Background: an optimization exercise with open tools, aiming at small area, a short achievable clock period and few clock cycles. Do not read the settings as production practice.
Only simulation tests tie the RTL to the original design; equivalence was not proved.
Power figures rest on the tool's default switching activity, not on a simulated workload.

File: flow/flow/run.sh
#!/bin/bash
set -euo pipefail
bash standard.sh SETUP_SLACK_MARGIN=7 \
  "BUFFER_PORTS_ARGS=-buffer_cell sky130_fd_sc_hd__buf_2" \
  "CTS_ARGS=-sink_clustering_enable -repair_clock_nets -sink_clustering_size 26 -sink_clustering_max_diameter 80 -dont_use_dummy_load" \
  finish > standard_flow.log 2>&1
File: flow/standard.sh
#!/bin/bash
# synth_recipe.tcl (not shown) runs the flow's synth.tcl, then flattens the netlist and writes it again
# the make line also repeats each setting of config.mk as NAME=value (left out here)
make -C /OpenROAD-flow-scripts/flow DESIGN_CONFIG=/design/flow/config.mk WORK_HOME=/design/flow/orfs CLKGATE_MAP_FILE= SYNTH_SCRIPT=/design/flow/synth_recipe.tcl "${@:-finish}"
File: flow/config.mk
export PLATFORM = sky130hd
export DESIGN_NAME = asmemu_cpu
export DESIGN_NICKNAME = asmemu_cpu
export VERILOG_FILES = /design/flow/design.v
export SDC_FILE = /design/flow/constraint.sdc
export NUM_CORES = 4
export LEC_CHECK = 0
export ABC_AREA = 1
export CAP_MARGIN = 20
export CORE_MARGIN = 2
export CORE_UTILIZATION = 50
export PLACE_DENSITY = 0.65
export SLEW_MARGIN = 20
File: flow/constraint.sdc
create_clock -name core_clock -period 14.0 [get_ports {clk}]
set_input_delay 2.8000 -clock core_clock [delete_from_list [all_inputs] [get_ports {clk}]]
set_output_delay 2.8000 -clock core_clock [all_outputs]
set_load 0.01 [all_outputs]
File: flow/design.v
module asmemu_cpu (
    input  wire        clk,
    input  wire        rst,
    output reg         mem_req,
    output reg         mem_we,
    output reg  [15:0] mem_addr,
    output reg  [7:0]  mem_wdata,
    input  wire        mem_ready,
    input  wire [7:0]  mem_rdata,
    output reg         out_valid,
    output reg  [7:0]  out_data,
    output wire        halted,
    output wire        faulted,
    output wire [2:0]  fault_code,
    input  wire [3:0]  dbg_sel,
    output reg  [15:0] dbg_data
);
    localparam [3:0] E_IDLE = 4'd0,    
                     E_GO   = 4'd1,    
                     E_RD0  = 4'd2,    
                     E_RD0W = 4'd3,    
                     E_RD1  = 4'd4,    
                     E_RD1W = 4'd5,    
                     E_WR0  = 4'd7,    
                     E_WR1  = 4'd8,    
                     E_MULI = 4'd9,    
                     E_DIVI = 4'd10,   
                     E_STR  = 4'd11,   
                     E_DCHK = 4'd12,   
                     E_RR2  = 4'd13,   
                     E_HALT = 4'd14,
                     E_FAULT= 4'd15;
    localparam [2:0] FLT_IP   = 3'd1,
                     FLT_MEM  = 3'd2,
                     FLT_DIV0 = 3'd3,
                     FLT_DOVF = 3'd4,
                     FLT_OPC  = 3'd5;
    localparam [3:0] F_N = 4'd0, F_RR = 4'd1, F_RI = 4'd2, F_RM = 4'd3,
                     F_RX = 4'd4, F_MI = 4'd5, F_XI = 4'd6, F_R = 4'd7,
                     F_M = 4'd8, F_X = 4'd9, F_J8 = 4'd10, F_J16 = 4'd11,
                     F_I8 = 4'd12, F_BAD = 4'd15;
    localparam [3:0] K_MOV = 4'd0, K_ADD = 4'd1, K_SUB = 4'd2, K_CMP = 4'd3,
                     K_AND = 4'd4, K_OR = 4'd5, K_XOR = 4'd6, K_INC = 4'd7,
                     K_DEC = 4'd8, K_NOT = 4'd9, K_MUL = 4'd10, K_DIV = 4'd11,
                     K_JCC = 4'd12, K_JMP = 4'd13, K_LOOP = 4'd14, K_SYS = 4'd15;
    localparam [1:0] QDEPTH = 2'd2;
    reg [127:0] rf;             
    reg        cf, zf, sf;
    reg [3:0]  estate;
    reg [2:0]  fcode;
    reg [16:0] fp;              
    reg        infl;            
    reg [7:0]  q0, q1;
    reg [1:0]  qcnt;
    reg [16:0] cursor;          
    reg [2:0]  gcnt;            
    reg [15:0] ip;              
    reg [3:0]  jcond;           
    reg        bad;             
    reg [3:0]  rid;             
    reg [3:0]  xid;             
    reg [17:0] ea;              
    reg [15:0] mdata;           
    reg [7:0]  wbuf;            
    reg [3:0]  icnt;            
    reg        spend;           
    assign halted     = (estate == E_HALT);
    assign faulted    = (estate == E_FAULT);
    assign fault_code = fcode;
    wire running = (estate != E_HALT) && (estate != E_FAULT);
    function automatic [3:0] op_fmt(input [7:0] o);
        reg rr, ri, rm, rx, r1, m1, x1, j8, n1;
        begin
            rr = (o == 8'h0A) | (o == 8'h10) | (o == 8'h20) | (o == 8'h22) |
                 (o == 8'h30) | (o == 8'h32) | (o == 8'h38);
            ri = (o == 8'h0B) | (o == 8'h11) | (o == 8'h21) | (o == 8'h23) |
                 (o == 8'h31) | (o == 8'h33) | (o == 8'h39);
            rm = (o == 8'h0C) | (o == 8'h24) | (o == 8'h26) | (o == 8'h34) |
                 (o == 8'h36) | (o == 8'h3A) | (o == 8'h89) | (o == 8'h8B);
            rx = (o == 8'h0D) | (o == 8'h25) | (o == 8'h27) | (o == 8'h35) |
                 (o == 8'h37) | (o == 8'h3B) | (o == 8'h88) | (o == 8'h8A);
            r1 = (o == 8'h40) | (o == 8'h41) | (o == 8'hF6) | (o == 8'hF7) | (o == 8'hF8);
            m1 = (o == 8'hA4) | (o == 8'hA6) | (o == 8'hA8) | (o == 8'hAA) | (o == 8'hAC);
            x1 = (o == 8'hA5) | (o == 8'hA7) | (o == 8'hA9) | (o == 8'hAB) | (o == 8'hAD);
            j8 = ((o[7:4] == 4'h7) && ((o[3:1] == 3'd1) || (o[3:2] == 2'd1) || (o[3:2] == 2'd3))) |
                 (o == 8'hE2);
            n1 = (o == 8'h90) | (o == 8'hC3) | (o == 8'hF4);
            if (rr)               op_fmt = F_RR;
            else if (ri)          op_fmt = F_RI;
            else if (rm)          op_fmt = F_RM;
            else if (rx)          op_fmt = F_RX;
            else if (o == 8'hC6)  op_fmt = F_MI;
            else if (o == 8'hC7)  op_fmt = F_XI;
            else if (r1)          op_fmt = F_R;
            else if (m1)          op_fmt = F_M;
            else if (x1)          op_fmt = F_X;
            else if (j8)          op_fmt = F_J8;
            else if (o == 8'hE9)  op_fmt = F_J16;
            else if (o == 8'hCD)  op_fmt = F_I8;
            else if (n1)          op_fmt = F_N;
            else                  op_fmt = F_BAD;
        end
    endfunction
    function automatic [2:0] fmt_len(input [3:0] f);
        if ((f == F_RR) || (f == F_R) || (f == F_J8) || (f == F_I8))
            fmt_len = 3'd2;
        else if ((f == F_M) || (f == F_J16))
            fmt_len = 3'd3;
        else if ((f == F_RI) || (f == F_RM) || (f == F_MI) || (f == F_X))
            fmt_len = 3'd4;
        else if ((f == F_RX) || (f == F_XI))
            fmt_len = 3'd5;
        else
            fmt_len = 3'd1;
    endfunction
    function automatic [3:0] op_kind(input [7:0] o);
        begin
            if (o[7:2] == 6'b000010)                                 op_kind = K_OR;    
            else if (o[7:2] == 6'b000011)                            op_kind = K_OR;    
            else if ((o[7:1] == 7'b0001000) || (o[7:2] == 6'b100010) ||
                     (o[7:1] == 7'b1100011))                         op_kind = K_MOV;   
            else if (o[7:4] == 4'h2)                                 op_kind = o[1] ? K_AND : K_ADD;
            else if ((o[7:4] == 4'h3) && o[3])                       op_kind = K_CMP;
            else if (o[7:4] == 4'h3)                                 op_kind = o[1] ? K_XOR : K_SUB;
            else if ((o == 8'h40) || (o[7:1] == 7'b1010010))         op_kind = K_INC;   
            else if ((o == 8'h41) || (o[7:1] == 7'b1010011))         op_kind = K_DEC;   
            else if ((o == 8'hF8) || (o[7:1] == 7'b1010100))         op_kind = K_NOT;   
            else if ((o == 8'hF6) || (o[7:1] == 7'b1010101))         op_kind = K_MUL;   
            else if ((o == 8'hF7) || (o[7:1] == 7'b1010110))         op_kind = K_DIV;   
            else if (o[7:4] == 4'h7)                                 op_kind = K_JCC;
            else if (o == 8'hE9)                                     op_kind = K_JMP;
            else if (o == 8'hE2)                                     op_kind = K_LOOP;
            else                                                     op_kind = K_SYS;
        end
    endfunction
    reg  [3:0] fmt;             
    reg  [3:0] kind;            
    reg        d_store;         
    reg        d_hlt;
    wire       is_mem  = (fmt == F_RM) || (fmt == F_RX) || (fmt == F_MI) ||
                         (fmt == F_XI) || (fmt == F_M)  || (fmt == F_X);
    wire       regop   = (fmt == F_RR) || (fmt == F_RI) || (fmt == F_RM) ||
                         (fmt == F_RX) || (fmt == F_R);
    wire       w16     = (regop || (kind == K_LOOP)) && rid[3];
    wire       mem_two = ((fmt == F_RM) || (fmt == F_RX)) && rid[3];
    wire       rmw     = ((fmt == F_M) || (fmt == F_X)) &&
                         ((kind == K_INC) || (kind == K_DEC) || (kind == K_NOT));
    wire       badid   = bad;
    wire       oob     = ea[16] || (mem_two && (ea[15:0] == 16'hFFFF));
    wire       at_end  = cursor[16];
    wire       next_bad = ea[17] || ea[16];
    function automatic [15:0] rsel(input [2:0] n, input [127:0] r);
        case (n)
            3'd0: rsel = r[15:0];
            3'd1: rsel = r[31:16];
            3'd2: rsel = r[47:32];
            3'd3: rsel = r[63:48];
            3'd4: rsel = r[79:64];
            3'd5: rsel = r[95:80];
            3'd6: rsel = r[111:96];
            default: rsel = r[127:112];
        endcase
    endfunction
    function automatic [15:0] rread(input [3:0] id, input [127:0] r);
        reg [15:0] w;
        begin
            w = rsel(id[3] ? id[2:0] : {1'b0, id[1:0]}, r);
            if (id[3])
                rread = w;
            else
                rread = id[2] ? {8'd0, w[15:8]} : {8'd0, w[7:0]};
        end
    endfunction
    wire [15:0] r_ax = rf[15:0];
    wire [15:0] r_cx = rf[31:16];
    wire [15:0] r_dx = rf[47:32];
    wire        p_xid = (gcnt != 3'd0) || ((estate == E_GO) && (fmt == F_RR));
    wire [15:0] xr = rread(p_xid ? xid : rid, rf);
    wire [15:0] xi = xr;
    wire        alu_mem = (estate == E_RD0W) || (estate == E_RD1W);
    wire [15:0] mop     = mem_two ? {mem_rdata, mdata[7:0]} : {8'd0, mem_rdata};
    wire        alu_rmw = rmw;
    wire        aw16    = w16 && !alu_rmw;
    wire [15:0] amask   = aw16 ? 16'hFFFF : 16'h00FF;
    wire [15:0] a_val   = (alu_rmw ? {8'd0, mem_rdata} : xr) & amask;
    reg  [15:0] b_src;
    always @* begin
        if ((kind == K_INC) || (kind == K_DEC) || (kind == K_LOOP))
            b_src = 16'd1;
        else if (alu_mem)
            b_src = mop;
        else
            b_src = mdata;
    end
    wire [15:0] b_val  = b_src & amask;
    wire        a_sub  = (kind == K_SUB) || (kind == K_CMP) || (kind == K_DEC) ||
                         (kind == K_LOOP);
    wire [16:0] a_sum  = {1'b0, a_val} + ({1'b0, b_val} ^ {17{a_sub}}) + {16'd0, a_sub};
    reg  [15:0] alu_r;
    always @* begin
        case (kind)
            K_MOV:   alu_r = b_val;
            K_AND:   alu_r = a_val & b_val;
            K_OR:    alu_r = a_val | b_val;
            K_XOR:   alu_r = a_val ^ b_val;
            K_NOT:   alu_r = ~a_val;
            default: alu_r = a_sum[15:0];
        endcase
    end
    wire [15:0] alu_res = alu_r & amask;
    wire        alu_logic = (kind == K_AND) || (kind == K_OR) || (kind == K_XOR);
    wire        alu_cf  = !alu_logic && (aw16 ? a_sum[16] : a_sum[8]);
    wire        alu_zf  = (alu_res == 16'd0);
    wire        alu_sf  = aw16 ? alu_res[15] : alu_res[7];
    wire        alu_flags = (kind != K_MOV) && (kind != K_NOT);
    wire        alu_wreg  = (kind != K_CMP);
    wire [15:0] md_h   = w16 ? r_dx : {8'd0, r_ax[15:8]};
    wire        md_l0  = r_ax[0];
    wire        md_div = (kind == K_DIV);
    wire        dq_top = w16 ? r_ax[15] : r_ax[7];
    wire [16:0] md_a   = (md_div && (estate == E_DIVI)) ? {md_h, dq_top} : {1'b0, md_h};
    wire [16:0] md_b   = md_div ? ~{1'b0, mdata} : (md_l0 ? {1'b0, mdata} : 17'd0);
    wire [16:0] md_s   = md_a + md_b + {16'd0, md_div};
    wire [16:0] mul_s  = md_s;
    reg  [15:0] mul_ax, mul_dx;
    always @* begin
        if (w16) begin
            mul_dx = mul_s[16:1];
            mul_ax = {mul_s[0], r_ax[15:1]};
        end else begin
            mul_dx = r_dx;
            mul_ax = {mul_s[8:1], mul_s[0], r_ax[7:1]};
        end
    end
    wire mul_cf = w16 ? (mul_dx != 16'd0) : (mul_ax[15:8] != 8'd0);
    wire mul_zf = w16 ? (mul_ax == 16'd0) : (mul_ax[7:0] == 8'd0);
    wire mul_sf = w16 ? mul_ax[15] : mul_ax[7];
    wire [16:0] div_t  = md_s;
    wire        div_take = !div_t[16];
    wire [15:0] div_r  = div_take ? div_t[15:0] : {md_h[14:0], dq_top};
    reg  [15:0] div_ax, div_dx;
    always @* begin
        if (w16) begin
            div_dx = div_r;
            div_ax = {r_ax[14:0], div_take};
        end else begin
            div_dx = r_dx;
            div_ax = {div_r[7:0], r_ax[6:0], div_take};
        end
    end
    reg jcc_take;
    always @* begin
        case (jcond)
            4'h4:    jcc_take = zf;
            4'h5:    jcc_take = !zf;
            4'hC:    jcc_take = sf;
            4'hE:    jcc_take = zf || sf;
            4'hF:    jcc_take = !zf && !sf;
            4'hD:    jcc_take = !sf;
            4'h2:    jcc_take = cf;
            4'h3:    jcc_take = !cf;
            4'h6:    jcc_take = cf || zf;
            default: jcc_take = !cf && !zf;    
        endcase
    end
    wire j_take = (kind == K_JMP) || ((kind == K_JCC) && jcc_take) ||
                  ((kind == K_LOOP) && (r_cx != 16'd1));
    wire is_jump = (fmt == F_J8) || (fmt == F_J16);
    wire go_fault_pre = (fmt == F_BAD) || badid || (is_mem && oob);
    wire [15:0] st_data = (fmt == F_MI || fmt == F_XI) ? {8'd0, mdata[15:8]} : xr;
    wire        wr_hit = (ea[15:3] == cursor[15:3]) || (ea[15:3] == fp[15:3]);
    reg        e_bus;       
    reg        e_req;
    reg        e_we;
    reg [7:0]  e_wd;
    always @* begin
        e_bus = 1'b0;
        e_req = 1'b0;
        e_we  = 1'b0;
        e_wd  = 8'd0;
        case (estate)
            E_GO: if (is_mem) begin
                e_bus = 1'b1;
                if (d_store) begin
                    e_req = !go_fault_pre && !at_end;
                    e_we  = 1'b1;
                    e_wd  = st_data[7:0];
                end else begin
                    e_req = 1'b1;
                end
            end
            E_RD0: begin e_bus = 1'b1; e_req = 1'b1; end
            E_RD0W: if (mem_two) begin e_bus = 1'b1; e_req = 1'b1; end
            E_RD1: begin e_bus = 1'b1; e_req = 1'b1; end
            E_WR0: begin
                e_bus = 1'b1; e_req = 1'b1; e_we = 1'b1;
                e_wd  = rmw ? wbuf : st_data[7:0];
            end
            E_WR1: begin
                e_bus = 1'b1; e_req = 1'b1; e_we = 1'b1;
                e_wd  = st_data[15:8];
            end
            E_STR: begin e_bus = 1'b1; e_req = !ea[16]; end
            default: ;
        endcase
    end
    wire e_acc = e_req && mem_ready;
    wire redir = (estate == E_GO) && is_jump && j_take && !next_bad;
    wire [1:0]  qocc   = qcnt + {1'b0, infl};
    wire        f_req  = running && !e_bus &&
                         (redir || (!fp[16] && (qocc < QDEPTH)));
    wire        f_acc  = f_req && mem_ready;
    wire [15:0] maddr  = (e_bus || redir) ? ea[15:0] : fp[15:0];
    wire [16:0] minc   = {1'b0, maddr} + 17'd1;
    always @* begin
        mem_req   = e_req || f_req;
        mem_we    = e_we;
        mem_addr  = maddr;
        mem_wdata = e_wd;
    end
    wire        hv = (qcnt != 2'd0) || infl;
    wire [7:0]  hb = (qcnt != 2'd0) ? q0 : mem_rdata;
    wire [2:0]  hlen = fmt_len(op_fmt(hb));
    wire [2:0]  glen = fmt_len(fmt);
    wire        g_last = (gcnt == 3'd0) ? (hlen == 3'd1) : (gcnt + 3'd1 == glen);
    reg e_final;
    always @* begin
        e_final = 1'b0;
        case (estate)
            E_IDLE: e_final = 1'b1;
            E_GO: begin
                if (go_fault_pre || at_end)
                    e_final = 1'b0;
                else if (is_mem)
                    e_final = d_store && !mem_two && mem_ready && !wr_hit;
                else if (is_jump)
                    e_final = !j_take;
                else if (fmt == F_N)
                    e_final = !d_hlt;
                else if (fmt == F_I8)
                    e_final = !((mdata[15:8] == 8'h21) && (r_ax[15:8] == 8'h09));
                else
                    e_final = !((kind == K_MUL) || (kind == K_DIV) || (fmt == F_RR));
            end
            E_RD0W: e_final = !mem_two && !rmw && (kind != K_MUL) && (kind != K_DIV);
            E_RD1W: e_final = 1'b1;
            E_RR2:  e_final = 1'b1;
            E_MULI, E_DIVI: e_final = (icnt == 4'd0);
            E_WR0:  e_final = !mem_two && mem_ready && !wr_hit;
            E_WR1:  e_final = mem_ready && !wr_hit;
            E_STR:  e_final = spend && (mem_rdata == 8'h24);
            default: e_final = 1'b0;
        endcase
    end
    wire g_fault = (estate == E_IDLE) && (gcnt != 3'd0) && cursor[16];
    wire g_take  = hv && e_final && running;
    wire        g_jmp  = (fmt == F_J8) || (fmt == F_J16);
    wire        g_idx  = (fmt == F_RX) || (fmt == F_X) || (fmt == F_XI);
    wire [15:0] g_xi   = g_idx ? xi : 16'd0;
    wire [7:0]  lo_a   = (fmt == F_J16) ? mdata[15:8] : hb;
    wire [7:0]  lo_b   = g_jmp ? cursor[7:0] : g_xi[7:0];
    wire [8:0]  ea_lo  = {1'b0, lo_a} + {1'b0, lo_b} + {8'd0, g_jmp};
    wire [9:0]  hi_a   = g_jmp ? {1'b0, cursor[16:8]} : {2'b00, hb};
    wire [9:0]  hi_b   = g_jmp ? ((fmt == F_J16) ? {{2{hb[7]}}, hb} : {10{hb[7]}})
                               : {2'b00, g_xi[15:8]};
    wire        hi_c   = g_jmp ? ea_lo[8] : ea[8];
    wire [9:0]  ea_hi  = hi_a + hi_b + {9'd0, hi_c};
    always @* begin
        if (!dbg_sel[3])
            dbg_data = rsel(dbg_sel[2:0], rf);
        else if (!dbg_sel[0])
            dbg_data = ip;
        else
            dbg_data = {13'd0, sf, zf, cf};
    end
    reg        outv;
    always @* begin
        out_valid = outv;
        out_data  = wbuf;
    end
    reg        rw_en;
    reg [3:0]  rw_id;
    reg [15:0] rw_val;
    reg        md_en;
    reg [15:0] md_ax, md_dx;
    task automatic write_id(input [3:0] id, input [15:0] v);
        begin
            rw_en  = 1'b1;
            rw_id  = id;
            rw_val = v;
        end
    endtask
    reg        flush;
    reg [16:0] flush_to;
    integer i;
    always @(posedge clk) begin
        rw_en  = 1'b0;
        rw_id  = 4'd0;
        rw_val = 16'd0;
        md_en  = 1'b0;
        md_ax  = 16'd0;
        md_dx  = 16'd0;
        if (rst) begin
            rf <= {48'd0, 16'hFFFE, 64'd0};
            cursor <= 17'h00100;
            fp     <= 17'h00100;
            infl   <= 1'b0;
            qcnt   <= 3'd0;
            gcnt   <= 3'd0;
            cf     <= 1'b0;
            zf     <= 1'b0;
            sf     <= 1'b0;
            fcode  <= 3'd0;
            estate <= E_IDLE;
            outv   <= 1'b0;
            spend  <= 1'b0;
        end else begin
            outv  <= 1'b0;
            flush = 1'b0;
            flush_to = cursor;
            case (estate)
                E_IDLE: begin
                    if (g_fault) begin
                        fcode  <= FLT_IP;
                        estate <= E_FAULT;
                    end
                end
                E_GO: begin
                    if (fmt == F_BAD || badid) begin
                        fcode  <= FLT_OPC;
                        estate <= E_FAULT;
                    end else if (is_mem && oob) begin
                        fcode  <= FLT_MEM;
                        estate <= E_FAULT;
                    end else if (at_end && (kind != K_DIV) && !is_jump) begin
                        fcode  <= FLT_IP;
                        estate <= E_FAULT;
                    end else if (is_mem) begin
                        if (d_store) begin
                            if (mem_ready) begin
                                if (mem_two) begin
                                    ea[15:0] <= minc[15:0];
                                    estate   <= E_WR1;
                                end else begin
                                    estate <= E_IDLE;
                                end
                                if (wr_hit) begin
                                    flush = 1'b1;
                                    estate <= mem_two ? E_WR1 : E_IDLE;
                                end
                            end else begin
                                estate <= E_WR0;
                            end
                        end else begin
                            if (mem_ready) begin
                                if (mem_two) ea[15:0] <= minc[15:0];
                                estate <= E_RD0W;
                            end else begin
                                estate <= E_RD0;
                            end
                        end
                    end else if (is_jump) begin
                        if (j_take && next_bad) begin
                            fcode  <= FLT_IP;
                            estate <= E_FAULT;
                        end else if (!j_take && at_end) begin
                            fcode  <= FLT_IP;
                            estate <= E_FAULT;
                        end else begin
                            if (kind == K_LOOP)
                                write_id(4'd9, alu_res);
                            if (j_take) begin
                                flush    = 1'b1;
                                flush_to = ea[16:0];
                            end
                            estate <= E_IDLE;
                        end
                    end else if (fmt == F_N) begin
                        if (d_hlt) begin
                            ip     <= cursor[15:0];
                            estate <= E_HALT;
                        end else
                            estate <= E_IDLE;
                    end else if (fmt == F_I8) begin
                        estate <= E_IDLE;
                        if (mdata[15:8] == 8'h21 && r_ax[15:8] == 8'h02) begin
                            outv <= 1'b1;
                            wbuf <= r_dx[7:0];
                        end else if (mdata[15:8] == 8'h21 && r_ax[15:8] == 8'h09) begin
                            ea     <= {2'b00, r_dx};
                            spend  <= 1'b0;
                            estate <= E_STR;
                        end
                    end else if (kind == K_MUL) begin
                        mdata <= xr;
                        write_id(w16 ? 4'd10 : 4'd4, 16'd0);
                        icnt   <= w16 ? 4'd15 : 4'd7;
                        estate <= E_MULI;
                    end else if (kind == K_DIV) begin
                        mdata  <= xr;
                        estate <= E_DCHK;
                    end else if (fmt == F_RR) begin
                        mdata  <= xr;
                        estate <= E_RR2;
                    end else begin
                        if (alu_flags) begin
                            cf <= alu_cf;
                            zf <= alu_zf;
                            sf <= alu_sf;
                        end
                        if (alu_wreg)
                            write_id(rid, alu_res);
                        estate <= E_IDLE;
                    end
                end
                E_RR2: begin
                    if (alu_flags) begin
                        cf <= alu_cf;
                        zf <= alu_zf;
                        sf <= alu_sf;
                    end
                    if (alu_wreg)
                        write_id(rid, alu_res);
                    estate <= E_IDLE;
                end
                E_RD0: begin
                    if (mem_ready) begin
                        if (mem_two) ea[15:0] <= minc[15:0];
                        estate <= E_RD0W;
                    end
                end
                E_RD0W: begin
                    mdata <= {8'd0, mem_rdata};
                    if (mem_two) begin
                        estate <= mem_ready ? E_RD1W : E_RD1;
                    end else if (kind == K_MUL) begin
                        write_id(4'd4, 16'd0);
                        icnt   <= 4'd7;
                        estate <= E_MULI;
                    end else if (kind == K_DIV) begin
                        estate <= E_DCHK;
                    end else begin
                        if (alu_flags) begin
                            cf <= alu_cf;
                            zf <= alu_zf;
                            sf <= alu_sf;
                        end
                        if (rmw) begin
                            wbuf   <= alu_res[7:0];
                            estate <= E_WR0;
                        end else begin
                            if (alu_wreg)
                                write_id(rid, alu_res);
                            estate <= E_IDLE;
                        end
                    end
                end
                E_DCHK: begin
                    if (mdata == 16'd0) begin
                        fcode  <= FLT_DIV0;
                        ip     <= cursor[15:0];
                        estate <= E_FAULT;
                    end else if (!md_s[16]) begin
                        fcode  <= FLT_DOVF;
                        ip     <= cursor[15:0];
                        estate <= E_FAULT;
                    end else if (at_end) begin
                        fcode  <= FLT_IP;
                        estate <= E_FAULT;
                    end else begin
                        icnt   <= w16 ? 4'd15 : 4'd7;
                        estate <= E_DIVI;
                    end
                end
                E_RD1: begin
                    if (mem_ready)
                        estate <= E_RD1W;
                end
                E_RD1W: begin
                    if (alu_flags) begin
                        cf <= alu_cf;
                        zf <= alu_zf;
                        sf <= alu_sf;
                    end
                    if (alu_wreg)
                        write_id(rid, alu_res);
                    estate <= E_IDLE;
                end
                E_WR0: begin
                    if (mem_ready) begin
                        if (mem_two) begin
                            ea[15:0] <= minc[15:0];
                            estate   <= E_WR1;
                        end else
                            estate <= E_IDLE;
                        if (wr_hit) flush = 1'b1;
                    end
                end
                E_WR1: begin
                    if (mem_ready) begin
                        estate <= E_IDLE;
                        if (wr_hit) flush = 1'b1;
                    end
                end
                E_MULI: begin
                    md_en = 1'b1;
                    md_ax = mul_ax;
                    md_dx = mul_dx;
                    icnt    <= icnt - 4'd1;
                    if (icnt == 4'd0) begin
                        cf <= mul_cf;
                        zf <= mul_zf;
                        sf <= mul_sf;
                        estate <= E_IDLE;
                    end
                end
                E_DIVI: begin
                    md_en = 1'b1;
                    md_ax = div_ax;
                    md_dx = div_dx;
                    icnt    <= icnt - 4'd1;
                    if (icnt == 4'd0)
                        estate <= E_IDLE;
                end
                E_STR: begin
                    if (spend) begin
                        if (mem_rdata == 8'h24) begin
                            estate <= E_IDLE;
                        end else begin
                            outv <= 1'b1;
                            wbuf <= mem_rdata;
                        end
                    end
                    if (!(spend && mem_rdata == 8'h24)) begin
                        if (e_acc) begin
                            ea[16:0] <= minc;
                            spend    <= 1'b1;
                        end else begin
                            spend <= 1'b0;
                            if (ea[16] && !spend) begin
                                fcode  <= FLT_MEM;
                                estate <= E_FAULT;
                            end
                        end
                    end
                end
                default: ;    
            endcase
            if (g_take) begin
                cursor <= cursor + 17'd1;
                if (gcnt == 3'd0) begin
                    jcond <= hb[3:0];
                    ip    <= cursor[15:0];
                    bad   <= 1'b0;
                    fmt  <= op_fmt(hb);
                    kind <= op_kind(hb);
                    d_store <= (hb == 8'h88) || (hb == 8'h89) || (hb == 8'hC6) || (hb == 8'hC7);
                    d_hlt   <= (hb == 8'hF4);
                end else begin
                    mdata <= {hb, mdata[15:8]};
                    if (gcnt == 3'd1)
                        bad <= ((fmt == F_RI) || (fmt == F_RM) || (fmt == F_RX) || (fmt == F_R) ||
                                (fmt == F_X) || (fmt == F_XI)) && (hb[7:4] != 4'd0);
                    else if (gcnt == 3'd2 && fmt == F_RX && hb[7:4] != 4'd0)
                        bad <= 1'b1;
                    if (gcnt == 3'd1) begin
                        rid <= (fmt == F_RR) ? hb[7:4] : (kind == K_LOOP) ? 4'd9 : hb[3:0];
                        xid <= hb[3:0];
                    end
                    if (gcnt == 3'd2 && fmt == F_RX)
                        xid <= hb[3:0];
                    case (fmt)
                        F_M, F_MI: begin
                            if (gcnt == 3'd1) ea[8:0]  <= ea_lo;
                            if (gcnt == 3'd2) ea[17:8] <= ea_hi;
                        end
                        F_RM, F_X, F_XI: begin
                            if (gcnt == 3'd2) ea[8:0]  <= ea_lo;
                            if (gcnt == 3'd3) ea[17:8] <= ea_hi;
                        end
                        F_RX: begin
                            if (gcnt == 3'd3) ea[8:0]  <= ea_lo;
                            if (gcnt == 3'd4) ea[17:8] <= ea_hi;
                        end
                        F_J8: ea <= {ea_hi, ea_lo[7:0]};
                        F_J16: if (gcnt == 3'd2) ea <= {ea_hi, ea_lo[7:0]};
                        default: ;
                    endcase
                end
                if (g_last) begin
                    gcnt   <= 3'd0;
                    estate <= E_GO;
                end else begin
                    gcnt <= gcnt + 3'd1;
                end
            end
            if (flush) begin
                qcnt   <= 2'd0;
                cursor <= flush_to;
                infl   <= f_acc;
                fp     <= f_acc ? minc : flush_to;
            end else begin
                if (g_take && qcnt != 2'd0)
                    q0 <= q1;
                if (infl && !(g_take && qcnt == 2'd0)) begin
                    if (qcnt - {1'b0, g_take} == 2'd0)
                        q0 <= mem_rdata;
                    else
                        q1 <= mem_rdata;
                end
                qcnt <= qcnt - {1'b0, g_take && qcnt != 2'd0}
                             + {1'b0, infl && !(g_take && qcnt == 2'd0)};
                infl <= f_acc;
                if (f_acc) fp <= minc;
            end
            for (i = 0; i < 8; i = i + 1) begin
                if (rw_en && (rw_id[3] ? (rw_id[2:0] == i) : (!rw_id[2] && rw_id[1:0] == i)))
                    rf[i*16 +: 8] <= rw_val[7:0];
                if (rw_en && (rw_id[3] ? (rw_id[2:0] == i) : (rw_id[2] && rw_id[1:0] == i)))
                    rf[i*16+8 +: 8] <= rw_id[3] ? rw_val[15:8] : rw_val[7:0];
            end
            if (md_en) begin
                rf[15:0]  <= md_ax;
                rf[47:32] <= md_dx;
            end
        end
    end
endmodule
==> impl_metrics.ini, run 1 <==
[logic_synthesis]
ys_async_sr_fraction_pct = 0
synth_cells = 4080
ys_seq_elements = 281
seq_area_frac_synth_pct = 25.8
syn-num-nets = 4191
syn_area_mm2 = 0.0258
synth-edff-count = 101
avgSynthCellArea_um2 = 6.31
yosysUniqueCellTypes = 81
synth_ff_type = dfxtp_1
yosysWarnings = 1

[hold_path]
hold_path_class = reg -> reg
min_from = rf[70]
min_delay_path_depth = 2
hold_path_end = rf[70]

[die]
core_mm2 = 0.0511
num_rows = 83
start_util_pct = 50.4
dieArea_mm2 = 0.0533
die_h_um = 231
die_w_um = 231
io_pins = 71

[worst_setup_path]
reg2reg_to = ea[16]
rr_worst_depth = 42
cp_top_family = buffers and inverters
worstSetupPathType = in -> out
path_depth = 10
critPathMaxStageDelay_ns = 0.31
cp.required_ns = 11.20
worstSetupEndpointType = output port
cp-start-kind = input pin
worst-path-buf-inv = 5
critPathSlowestCell = a221oi_2
crit_arrival_ns = 4.31
cp_cell_sequence = buf_12 -> clkinvlp_4 -> buf_12 -> nand2_8 -> clkinvlp_4 -> a221oi_2 -> nand2_1 -> a21oi_1 -> o21ai_0 -> buf_2
reg2reg_slack_ns = 7.32
critPathMaxFanout = 7
r2r_start = gcnt[0]

[clock_tree]
cts-root-buf = clkbuf_16
cts_buffer_depth = 3
hold_buffers = 0
clk_pin_slew_ns = 0.09
clock_latency_ns = 0.63
h-tree-depth = 1
clock_sinks = 281
cts_tree = done
cts-buffers-inserted = 26

[cells_and_area]
drive_above_1_share_pct = 9.60
layout.nets = 4228
fin_util_pct = 55.4
area_growth_pct = 9.90
finalNonFillerCells = 4799
n_fill_cell = 5211

[timing]
finalClockSkew_ns = 0.101
finalCritPeriodShare_pct = 50.8
hold_slack_ns = 0.488
rsz0062_at_grt = yes
slew_headroom_pct = 27.8
finalSetupViolCount = 0
clock.fmax_ghz = 0.141
period_needed_ns = 7.11
worst_slew_pin_slew_ns = 1.07
hold_viol = 0
setup_tns_ns = 0
finalMaxSlewViolations = 0

[place]
dp_cells = 4703
port-buffer-count = 70
dp_hpwl_um = 93000
routabilityCongestion = 1.06

[pwr]
pwr-share-seq_pct = 24.2
total_leakage_power_uw = 0.0122
p_switching_uw = 3310
p_clk_share_pct = 11.3
p_int_uw = 2520
netSwitchingFraction_pct = 56.8
p_per_area_mw_per_mm2 = 206
irDropWorstVdd_mv = 0.175
pwr-share-comb_pct = 64.5
power_uw = 5820

[flow_run]
drv_cap = 0

[grt]
grt_max_degree = 84
grt_pass1_vias = 26700
grt_use_total_pct = 44.0
gr-total-overflow = 0
grt_pass1_wl_um = 177000
antenna_found_initial = 6

[detailed_routing]
avgRoutedWirePerCell_um = 25.6
viasPerCell = 6.41
num_vias = 30800
drc = 0
drt_first_pass_iters = 9
ant_nets = 0
routed_wl_um = 123000
drtIter0Drc = 4561

[status]
status = finished clean
-- through the flow --
| stage | setup slack [ns] | instance area [um2] |
|---|---|---|
| after detailed placement | 6.22 | 26600 |
| after floorplan | 7.03 | 25800 |
| final | 6.89 | 28300 |
| after CTS | 6.98 | 27700 |
| after global placement | 6.31 | 26600 |
| after global routing | 6.82 | 28300 |
-- worst reg2reg max path, delay by kind of cell, from the launching register on --
kind            cells  cell delay, ns
flops               1            0.37
xor+xnor            1            0.12
compound gates      9            1.25
simple gates       19            2.10
fa+ha+maj           5            1.77
buf+inv             8            0.81
-- worst max-delay path by stage --
stage / start / to / slack (ns)
final: dbg_sel[2] / dbg_data[0] / 6.89
after global routing: dbg_sel[2] / dbg_data[0] / 6.82
after CTS: dbg_sel[2] / dbg_data[5] / 6.98
after detailed placement: mem_rdata[0] / ea[16] / 6.22
after global placement: mem_rdata[0] / ea[16] / 6.31
after floorplan: mem_rdata[0] / ea[16] / 7.03
-- layout by cell type, fill, tap and decap left out, types with 13 or more instances in the layout --
cell and n:
nand2_1 823, inv_1 564, o21ai_0 473, nor2_1 380, a21oi_1 313, nand3_1 204, dfxtp_1 180, edfxtp_1 101
ha_1 89, buf_4 88, o22ai_1 73, buf_2 68, xor2_1 60, o21ai_1 52, o211ai_1 45, nor3_1 41
nand4_1 39, o221ai_1 38, a211oi_1 29, nand2_2 27, xnor2_1 26, clkbuf_16 26, inv_2 25, a31oi_1 24
nor2_2 23, nor4_1 20, a221oi_1 20, o2111ai_1 16, o22a_1 16, nor2_4 13, o21ai_2 13
-- repair_timing --
action | 4_1_cts | 5_1_grt
gates cloned | 5 | 2
endpoints found under the hold margin | 0 | 0
buffers inserted | 23 | 36
gates resized for setup | 61 | 69
setup endpoints to repair | 31 | 51
pin swaps | 13 | 22
-- layout make-up --
cell class	instances	area (um2)	share of cell area (%)
diodes	4	10.0	0.0354
clock buffers	26	651	2.30
inverters	607	2350	8.29
multi-input cells	3027	16600	58.5
flip-flops and latches	281	6640	23.4
well taps	680	851	3.01
repair buffers	172	1250	4.41
repair inverters	2	11.3	0.0398
-- cells in the mapped netlist, drive strengths merged, types with 11 or more instances --
cell | number | area, um2
a211oi | 29 | 218
a21oi | 316 | 1590
a221oi | 27 | 243
a22oi | 11 | 87.6
a31oi | 26 | 169
buf | 39 | 268
clkbuf | 131 | 492
dfxtp | 180 | 3600
edfxtp | 101 | 3030
ha | 89 | 1110
inv | 599 | 2250
nand2 | 862 | 3360
nand3 | 213 | 1110
nand4 | 39 | 244
nor2 | 414 | 1670
nor3 | 47 | 240
nor4 | 26 | 163
o2111ai | 17 | 149
o211ai | 46 | 350
o21ai | 540 | 2740
o21bai | 13 | 101
o221ai | 42 | 374
o22a | 16 | 140
o22ai | 78 | 494
xnor2 | 26 | 228
xor2 | 60 | 526
-- power groups by stage --
stage	sequential, uW	clock, uW	combinational (uW)
after floorplan	1220	0	2420
after global placement	1400	0	3430
after detailed placement	1400	0	3440
after CTS	1380	655	3510
after global routing	1410	679	4030
final	1410	656	3760
-- flip-flops by register name (all words and copies together) (netlist names), 8 cells and up --
name and flops:
mdata 16, q1 8, ip 16, fp 17, cursor 17, rf 128
wbuf 8, q0 8, ea 18
-- per-layer routing --
metal | up-vias | wire, um | track usage, %
met1 | 14200 | 48000 | 59.7
met4 | 4 | 7890 | 23.5
met5 | - | 31 | 0
met2 | 2192 | 50400 | 64.6
met3 | 440 | 16300 | 10.5
li1 | 13900 | - | -
-- logic make-up (layout without fill, tap and decap cells) --
kind of cell / count (synthesis) / after routing / synth area share [%]
flip-flops: 281 / 281 / 25.8
XOR/XNOR: 86 / 86 / 2.92
AND/OR/NAND/NOR: 1623 / 1628 / 26.9
buffers and inverters: 777 / 807 / 11.8
adder cells (fa/ha/maj): 96 / 96 / 4.87
AO/OA/AOI/OAI: 1216 / 1216 / 27.7
other: 0 / 4 / 0
multiplexers: 1 / 1 / 0.0389
Testbench counts, summed over its fixed seeds: cycles 125,642.
==> run 2: changes to the inputs <==
--- a/flow/config.mk
+++ b/flow/config.mk
@@ -8,6 +8,6 @@
 export ABC_AREA = 1
 export CAP_MARGIN = 20
 export CORE_MARGIN = 2
-export CORE_UTILIZATION = 50
-export PLACE_DENSITY = 0.65
+export CORE_UTILIZATION = 45
+export PLACE_DENSITY = 0.6
 export SLEW_MARGIN = 20
==> run 2 against run 1 <==
Against the previous run: still clean on timing, DRC and antenna; routed wire length increased by 1.7%; final area increased by 0.26%; power about the same; largest power group unchanged; register-to-register slack got worse by 0.05 ns; core utilization decreased by 5.2 points; synthesized area unchanged; worst hold slack got worse by 0.0026 ns; die area increased by 11%; global-route usage decreased by 3.6 points.
==> impl_metrics.ini, run 2 <==
[status]
status = finished clean

[die]
dieArea_mm2 = 0.0592
num_rows = 87
die_h_um = 243
core_mm2 = 0.0565
die_w_um = 243
io_pins = 71
start_util_pct = 45.6

[grt]
met1_usage_pct = 55.9
grtUsageMet2_pct = 59.6
grt_use_met3_pct = 8.47
grt_max_degree = 74
grt_use_total_pct = 40.5
gr-total-overflow = 0
antenna_found_initial = 8
grt_pass1_wl_um = 181000
grt_pass1_vias = 26900
busiest_layer = met2

[logic_synthesis]
yosys-top-cells-count = 838 x nand2_1, 575 x inv_1, 484 x o21ai_0
synth.area.top_cells = dfxtp_1 14%, nand2_1 12%, edfxtp_1 12%
yosysWarnings = 1
netlist.area_leader.share_pct = 14.0
seq_area_frac_synth_pct = 25.8
synth_cells = 4080
yosysUniqueCellTypes = 81
synth-edff-count = 101
avgSynthCellArea_um2 = 6.31
ys_async_sr_fraction_pct = 0
synth_ff_type = dfxtp_1
yosys.area.top_type = dfxtp_1
ys_seq_elements = 281
syn_area_mm2 = 0.0258
syn-num-nets = 4191
post-synth-top-count-cell = nand2_1

[cells_and_area]
multiInputGateArea_mm2 = 0.0166
area_growth_pct = 10.2
finalNonFillerCells = 4862
seq_area_mm2 = 0.00664
reg.largest.list = rf x128, ea x18
diodes = 0
final_cell_mix = 824 x nand2_1, 566 x inv_1, 469 x o21ai_0, 379 x nor2_1, 310 x a21oi_1
largest_reg_flops = 128
final_common_cell = nand2_1
largest-register = rf
drive_above_1_share_pct = 9.55
n_fill_cell = 6006
layout.nets = 4219

[timing]
finalSetupViolCount = 0
worst_slack_ns = 6.87
setup_tns_ns = 0
hold_viol = 0
rsz0062_at_grt = yes
finalMaxSlewViolations = 0
worst_slew_pin_slew_ns = 1.06
finalClockSkew_ns = 0.103
clock.fmax_ghz = 0.140
finalCritPeriodShare_pct = 50.9
period_needed_ns = 7.13
slew_headroom_pct = 29.2

[detailed_routing]
viasPerCell = 6.23
drt_first_pass_iters = 10
drtIter0Drc = 3975
ant_nets = 0
drc = 0
num_vias = 30300
avgRoutedWirePerCell_um = 25.7
routed_wl_um = 125000

[worst_setup_path]
rr_worst_depth = 43
reg2reg_to = ea[16]
cp-start-kind = input pin
r2r_start = gcnt[0]
crit_end = dbg_data[14]
worstSetupPathType = in -> out
worstSetupEndpointType = output port
cp.required_ns = 11.20
crit_arrival_ns = 4.33
reg2reg_slack_ns = 7.27
crit_path_start = dbg_sel[2]
critPathMaxFanout = 5

[clock_tree]
clock_latency_ns = 0.63
h-tree-depth = 1
cts-buffers-inserted = 26
cts_tree = done
cts_buffer_depth = 3
cts-root-buf = clkbuf_16
clock_sinks = 281
clk_pin_slew_ns = 0.06

[place]
port-buffer-count = 70
routabilityCongestion = 1.07
dp_cells = 4780
pre_cts_slack_ns = 6.14
dp_hpwl_um = 95300

[pwr]
irDropWorstVdd_mv = 0.135
p_per_area_mw_per_mm2 = 205
total_leakage_power_uw = 0.0122

[flow_run]
drv_cap = 0

[hold_path]
hold_path_class = reg -> reg
## run 2: changes by cell type in the layout (fill, tap and decap cells not counted), moves of 4 or more
cell     before  now
buf_4        88   81
diode_2       4    0
o21ai_0     473  469
o21ai_2      13   17
## run 2: worst min-delay path by stage
stage                       start       to  cells past startpoint
final                     gcnt[2]  gcnt[2]                      2
after floorplan            rf[70]   rf[70]                      2
after CTS                 gcnt[2]  gcnt[2]                      2
after global routing      gcnt[0]  gcnt[0]                      2
after global placement     rf[70]   rf[70]                      2
after detailed placement   rf[70]   rf[70]                      2
## run 2: what timing repair did
action	in CTS	in global routing
pin swaps	17	23
resized for setup	73	70
cloned	4	1
endpoints found under the setup margin	31	62
setup buffers	31	20
hold buffers	0	0
## run 2: kinds of logic (layout without fill, tap and decap cells)
| family | count (synthesis) | after routing | synth area share, % |
|---|---|---|---|
| buffers and inverters | 777 | 799 | 11.8 |
| adders and majority gates | 96 | 96 | 4.87 |
| xor gates and xnor gates | 86 | 86 | 2.92 |
| AOI/OAI and AO/OA | 1216 | 1216 | 27.7 |
| and+or+nand+nor | 1623 | 1627 | 26.9 |
| DFF | 281 | 281 | 25.8 |
| muxes | 1 | 1 | 0.0389 |
## run 2: metrics by stage
stage / util (%) / instance area [um2] / power [uW] / hold WS, ns
after floorplan: - / 25800 / 3640 / 0.443
after global placement: 47.2 / 26700 / 4880 / 0.458
after detailed placement: 47.2 / 26700 / 4870 / 0.466
after CTS: 49.5 / 27900 / 5600 / 0.484
after global routing: 50.2 / 28400 / 6160 / 0.525
final: 50.2 / 28400 / 5820 / 0.486
## run 2: final cells by class
type,instances,share of cell area (%)
Multi-Input combinational cell,3026,58.5
Timing Repair Buffer,165,4.29
Timing Repair inverter,1,0.0176
Tap cell,756,3.33
Sequential cell,281,23.4
Clock buffer,26,2.29
Inverter,607,8.24
## run 2: per-layer routing
metal	vias up	share of wire, %
met5	-	0.063
met2	1926	41
met3	399	12
met1	14100	41
met4	10	5.9
li1	13900	-
## run 2: worst max-delay path: stages
cell and delay (ns):
buf_12 0.08, clkinvlp_4 0.13, buf_6 0.16, nor3_4 0.18, buf_6 0.16, clkinvlp_4 0.19, nor2_1 0.14, nor4_1 0.07
o22ai_1 0.22, buf_2 0.19
## run 2: power by group
part / switching (uW) / total, uW / leakage (uW) / internal (uW)
combinational: 2670 / 3760 / 0.00951 / 1090
sequential: 308 / 1400 / 0.00241 / 1100
clock: 330 / 654 / 0.000320 / 324
total: 3310 / 5820 / 0.0122 / 2520
==> run 3: changes to the inputs <==
==> flow/flow/run.sh (replaced) <==
#!/bin/bash
set -euo pipefail
bash standard.sh SETUP_SLACK_MARGIN=7 \
  "BUFFER_PORTS_ARGS=-buffer_cell sky130_fd_sc_hd__buf_2" \
  "CTS_ARGS=-sink_clustering_enable -repair_clock_nets -sink_clustering_size 32 -sink_clustering_max_diameter 100 -dont_use_dummy_load" \
  finish > standard_flow.log 2>&1
--- a/flow/config.mk
+++ b/flow/config.mk
@@ -8,6 +8,6 @@
 export ABC_AREA = 1
 export CAP_MARGIN = 20
 export CORE_MARGIN = 2
-export CORE_UTILIZATION = 45
-export PLACE_DENSITY = 0.6
+export CORE_UTILIZATION = 50
+export PLACE_DENSITY = 0.65
 export SLEW_MARGIN = 20
==> run 3 against run 2 <==
Against the previous run: still clean; sequential power is essentially flat; maximum frequency grew 0.11%; combinational power is essentially flat; register-to-register slack is essentially flat; die area shrank 9.8%; routed wire length shrank 1.9%; synthesized cell count is the same; clock skew shrank 0.034 ns; global-route usage grew 3.6 points; non-clock buffer count is the same; core utilization grew 4.7 points; critical path type unchanged; largest cell class unchanged; highest routed layer unchanged.
==> impl_metrics.ini, run 3 <==
[status]
status = finished clean

[cells_and_area]
layout.nets = 4213
area_growth_pct = 8.99
n_fill_cell = 5213
finalNonFillerCells = 4784
fin_util_pct = 54.9
largest_reg_flops = 128
reg.largest.list = rf x128, ea x18
largest-register = rf
drive_above_1_share_pct = 9.17
final_cell_mix = 823 x nand2_1, 565 x inv_1, 468 x o21ai_0, 382 x nor2_1, 312 x a21oi_1
final_common_cell = nand2_1

[detailed_routing]
ant_nets = 0
num_vias = 30500
routed_wl_um = 122000
avgRoutedWirePerCell_um = 25.6
drtIter0Drc = 4821
drt_first_pass_iters = 8
drc = 0
viasPerCell = 6.37

[clock_tree]
cts-root-buf = clkbuf_16
clock_latency_ns = 0.59
cts-buffers-inserted = 19
cts_buffer_depth = 3
cts_tree = done
h-tree-depth = 1
clk_pin_slew_ns = 0.08
clock_sinks = 281

[logic_synthesis]
yosys.area.top_type = dfxtp_1
synth.area.top_cells = dfxtp_1 14%, nand2_1 12%, edfxtp_1 12%
yosys-top-cells-count = 838 x nand2_1, 575 x inv_1, 484 x o21ai_0
ys_seq_elements = 281
synth-edff-count = 101
post-synth-top-count-cell = nand2_1
yosysWarnings = 1
ys_async_sr_fraction_pct = 0
syn-num-nets = 4191
synth_ff_type = dfxtp_1
yosysUniqueCellTypes = 81
seq_area_frac_synth_pct = 25.8
syn_area_mm2 = 0.0258
avgSynthCellArea_um2 = 6.31
netlist.area_leader.share_pct = 14.0
synth_cells = 4080

[timing]
hold_viol = 0
setup_tns_ns = 0
clock.fmax_ghz = 0.140
finalMaxSlewViolations = 0
finalClockSkew_ns = 0.0694
finalSetupViolCount = 0
rsz0062_at_grt = yes
period_needed_ns = 7.12
slew_headroom_pct = 25.8
worst_slew_pin_slew_ns = 1.10
finalCritPeriodShare_pct = 50.9

[die]
io_pins = 71
start_util_pct = 50.4
die_w_um = 231
dieArea_mm2 = 0.0533
num_rows = 83
core_mm2 = 0.0511
die_h_um = 231

[grt]
grt_pass1_wl_um = 177000
grt_use_total_pct = 44.1
grt_pass1_vias = 26600
gr-total-overflow = 0
grt_max_degree = 84
antenna_found_initial = 7

[place]
dp_cells = 4703
dp_hpwl_um = 93000
routabilityCongestion = 1.06
port-buffer-count = 70

[worst_setup_path]
cp-start-kind = input pin
crit_arrival_ns = 4.32
critPathMaxFanout = 7
worstSetupPathType = in -> out
worstSetupEndpointType = output port
cp.required_ns = 11.20

[pwr]
total_leakage_power_uw = 0.0121
p_per_area_mw_per_mm2 = 204
irDropWorstVdd_mv = 0.174

[flow_run]
drv_cap = 0

[hold_path]
hold_path_class = reg -> reg
==> run 3: cell counts after synthesis <==
No cell type changed its count.
==> run 3: layout make-up <==
cell class | instances | area [um2] | share of cell area (%)
Timing Repair Buffer | 165 | 1230 | 4.37
Antenna cell | 4 | 10.0 | 0.0357
Timing Repair inverter | 2 | 11.3 | 0.0401
Clock buffer | 19 | 475 | 1.69
Multi-Input combinational cell | 3026 | 16500 | 58.8
Tap cell | 680 | 851 | 3.03
Inverter | 607 | 2350 | 8.36
Sequential cell | 281 | 6640 | 23.6
==> run 3: worst paths after layout <==
check,from,end,slack (ns),depth (start not counted)
setup / recovery,dbg_sel[2],dbg_data[7],6.88,10
hold / removal,rf[75],rf[75],0.49,2
setup reg to reg,gcnt[0],ea[16],7.28,42
hold reg to reg,rf[75],rf[75],0.49,2
==> run 3: critical path: stages <==
cell and delay, ns:
buf_12 0.09, clkinvlp_4 0.15, buf_12 0.17, nand2_8 0.07
clkinvlp_4 0.18, a221oi_2 0.37, nand2_1 0.11, a21oi_2 0.14
o22ai_1 0.08, buf_2 0.15
==> run 3: logic make-up (layout without fill, tap and decap cells) <==
kind of cell    Yosys count  in the layout  synth area share [%]
flops                   281            281                  25.8
mux                       1              1                0.0389
other cells               0              4                     0
buf+inv                 777            793                  11.8
simple gates           1623           1627                  26.9
compound gates         1216           1216                  27.7
fa+ha+maj                96             96                  4.87
xor+xnor                 86             86                  2.92
==> run 3: per-layer routing <==
metal  share of wire [%]  vias up  GRT usage (%)
met5               0.053        -              0
met4                 6.0       10           22.2
met3                  13      439           10.7
met2                  41     2107           65.1
met1                  40    14000           59.8
li1                    -    13900              -
==> run 3: repair_timing <==
action	in CTS	in global routing
gates resized for setup	61	65
hold buffers	0	0
pin swaps	13	22
setup endpoints to repair	30	42
setup buffers	24	28
gates cloned	5	1
==> run 3: stage by stage <==
stage	hold slack, ns	cell area [um2]	power (uW)	setup WS (ns)
after floorplan	0.443	25800	3640	7.03
final	0.493	28100	5720	6.88
after global placement	0.451	26600	4840	6.31
after global routing	0.515	28100	6020	6.80
after detailed placement	0.468	26600	4840	6.22
after CTS	0.492	27500	5460	6.98
==> run 3: power breakdown <==
part	switching [uW]	internal (uW)
sequential	313	1100
clock	319	242
combinational	2660	1090
total	3290	2430

-- static timing again, ports no longer ideal --
The flow's constraints put no driver on any port. The routed layouts listed below were extracted and timed again, unchanged, in two steps.
Step 1 sets driving cells, clkbuf_16 on the clock port and buf_2 on the other inputs (assumed; they add their load-dependent delay and slew).
Step 2 times the ports against the registers' clock, not the clock port: input delays grow and output delays shrink by t, the midpoint of the rising clock arrivals with the driver on.
Slacks: ideal ports / drivers / drivers and shift; pairs: ideal ports / drivers.
| run | t (ns) | setup slack, ns | worst register clock-pin slew, ns | cell pins on the clock port's net |
|---|---|---|---|---|
| run 1 | 0.642 | 6.893 / 6.824 / 6.679 | 0.10 / 0.10 | 1 |
| run 2 | 0.645 | 6.871 / 6.801 / 6.548 | 0.10 / 0.10 | 1 |
| run 3 | 0.621 | 6.879 / 6.809 / 6.648 | 0.12 / 0.12 | 1 |
After both steps setup and hold are still met in every run listed. The setup slack of run 2, which loses most, moves by -0.070 ns with the drivers and by -0.323 ns with both steps.
